What follows belongs to an exercise in optimizing a design on an open flow for small area, a short achievable clock period and few clock cycles per item; a production flow would make more cautious choices.
In this exercise RTL edits were held to simulation tests only and were not proved equivalent to the original.
Power figures rest on the tool's default switching activity, not on a simulated workload.

run 1:
## pj_decoder
module pj_decoder (
    input  wire         clk,
    input  wire         rst,
    input  wire         in_valid,
    output wire         in_ready,
    input  wire [15:0]  rq,
    input  wire [5:0]   flen,
    input  wire [103:0] frame,
    output reg          out_valid,
    input  wire         out_ready,
    output reg  [4:0]   res,
    output reg          rnv_some,
    output reg          rnv_val,
    output reg  [191:0] rval
);
==> flow/config.mk <==
export PLATFORM = sky130hd
export DESIGN_NAME = pj_decoder
export DESIGN_NICKNAME = pj_decoder
export VERILOG_FILES = /design/flow/design.v
export SDC_FILE = /design/flow/constraint.sdc
export NUM_CORES = 4
export LEC_CHECK = 0
export CAP_MARGIN = 20
export CORE_MARGIN = 2
export CORE_UTILIZATION = 40
export SLEW_MARGIN = 20
==> flow/constraint.sdc <==
create_clock -name core_clock -period 16.0 [get_ports {clk}]
set_input_delay 3.2000 -clock core_clock [delete_from_list [all_inputs] [get_ports {clk}]]
set_output_delay 3.2000 -clock core_clock [all_outputs]
set_load 0.01 [all_outputs]
standard.sh (not shown) runs the stock make flow with config.mk's settings and CLKGATE_MAP_FILE= SYNTH_SCRIPT=/design/flow/synth_recipe.tcl, a recipe that flattens the netlist after the stock synthesis.
==> flow/flow/run.sh <==
#!/bin/bash
# The standard layout (standard.sh, unchanged synthesis and steps), with one
# change: the buffers that buffer_ports puts on every input and output port
# are sky130_fd_sc_hd__buf_2 cells instead of the cell it picks by default.
# make's full output goes to standard.log in this folder; each tool's own
# log is under orfs/logs/.
set -euo pipefail
export BUFFER_PORTS_ARGS="-buffer_cell sky130_fd_sc_hd__buf_2"
bash standard.sh > standard.log 2>&1
Testbench counts of run 1, summed over its fixed seeds: cycles 8,008, items 8,000.
Changes in run 2 relative to run 1:
Settings: CTS_BUF_LIST now sky130_fd_sc_hd__clkbuf_4 sky130_fd_sc_hd__clkbuf_8, previously not set; CORE_UTILIZATION now 65, was 40.
==> flow/flow/run.sh <==
#!/bin/bash
# The standard layout (standard.sh, unchanged synthesis and steps), with one
# change: the buffers that buffer_ports puts on the ports are
# sky130_fd_sc_hd__buf_2 cells on the inputs and sky130_fd_sc_hd__buf_1 cells
# on the outputs (flow/pre_gpl.tcl) instead of the cell it picks by default,
# and the resizer's timing repair aims at a setup slack of 9.4 ns (the
# constraints, clock period included, are the standard ones).
# make's full output goes to standard.log in this folder; each tool's own
# log is under orfs/logs/.
set -euo pipefail
export BUFFER_PORTS_ARGS="-inputs -buffer_cell sky130_fd_sc_hd__buf_2"
export PRE_GLOBAL_PLACE_TCL="$PWD/flow/pre_gpl.tcl"
export SETUP_SLACK_MARGIN=9.4
bash standard.sh > standard.log 2>&1
==> flow/flow/pre_gpl.tcl (new file) <==
# Runs just before global placement's own buffer_ports (which run.sh limits
# to the inputs): buffer every output port with a sky130_fd_sc_hd__buf_1.
buffer_ports -outputs -buffer_cell sky130_fd_sc_hd__buf_1
==> summary.txt <==
The core of run 2 is more densely filled than that of run 1.
Looking at run 2 and run 1, the total negative slack for setup checks is a wash.
Per the comparison of run 2 with run 1, routing usage on met2 rose 18 points, setup slack after layout rose 0.35 ns, power fell 0.081 mW, wire length reported by the detailed router fell 3.0 mm.
Compared with run 1, in run 2 post-route cell area dropped 5.2%, average vias per placed instance increased by 18% relative to the old numbers, total CTS buffers barely changed, relative contribution of sequential cells to total power went up by 3.6 points.
Compared with run 1, run 2 shows a fraction of standard cell area that is sequential that is 1.4 points higher.
Edits applied to the flow inputs when going from run 2 to run 3:
==> flow/flow/run.sh <==
#!/bin/bash
# The standard layout (standard.sh, unchanged synthesis and steps), with one
# change: the buffers that buffer_ports puts on every input and output port
# are sky130_fd_sc_hd__buf_2 cells instead of the cell it picks by default.
# make's full output goes to standard.log in this folder; each tool's own
# log is under orfs/logs/.
set -euo pipefail
export BUFFER_PORTS_ARGS="-buffer_cell sky130_fd_sc_hd__buf_2"
bash standard.sh > standard.log 2>&1
removed: flow/flow/pre_gpl.tcl
--- outcome ---
Global-route usage: run 3 higher than run 2
Between run 2 and run 3, the count of sequential standard cells figures differ only marginally.
Route | run 3 vs run 2 | wire longer in run 3
Run 3 vs run 2 on via count: run 3 is the higher one.
Run 3 vs run 2 on sequential share of cell area: run 3 is the lower one.
Met2 global-route usage: lower on run 2
Changes observed in run 3 relative to run 2: total power draw picked up an extra about 2.5%, cell count picked up an extra about 7%.

==> what the ideal ports hide <==
In the flow no input, the clock included, has a driving cell. The finished layouts below were timed again as built, in two steps. Step 1 assumes that a clkbuf_16 drives the clock port and a buf_2 every other input. Step 2 times the ports against the registers' clock, not the clock port: input delays grow and output delays shrink by t, the midpoint of the rising clock arrivals with the driver on. Slacks: ideal ports / drivers / drivers and shift; pairs: ideal ports / drivers.
| run | t (ns) | slack for setup (ns) | latest minus earliest clock arrival (ns) | pins driven straight from the clock port |
|---|---|---|---|---|
| run 1 | 0.499 | 8.986 / 9.015 / 8.516 | 0.022 / 0.022 | 1 |
| run 2 | 0.512 | 9.336 / 9.303 / 8.883 | 0.021 / 0.021 | 1 |
| run 3 | 0.517 | 9.051 / 9.066 / 8.549 | 0.023 / 0.022 | 1 |
After both steps every run listed still meets setup and hold. The setup slack of run 3, which loses most, moves by +0.015 ns with the drivers and by -0.502 ns with both steps.
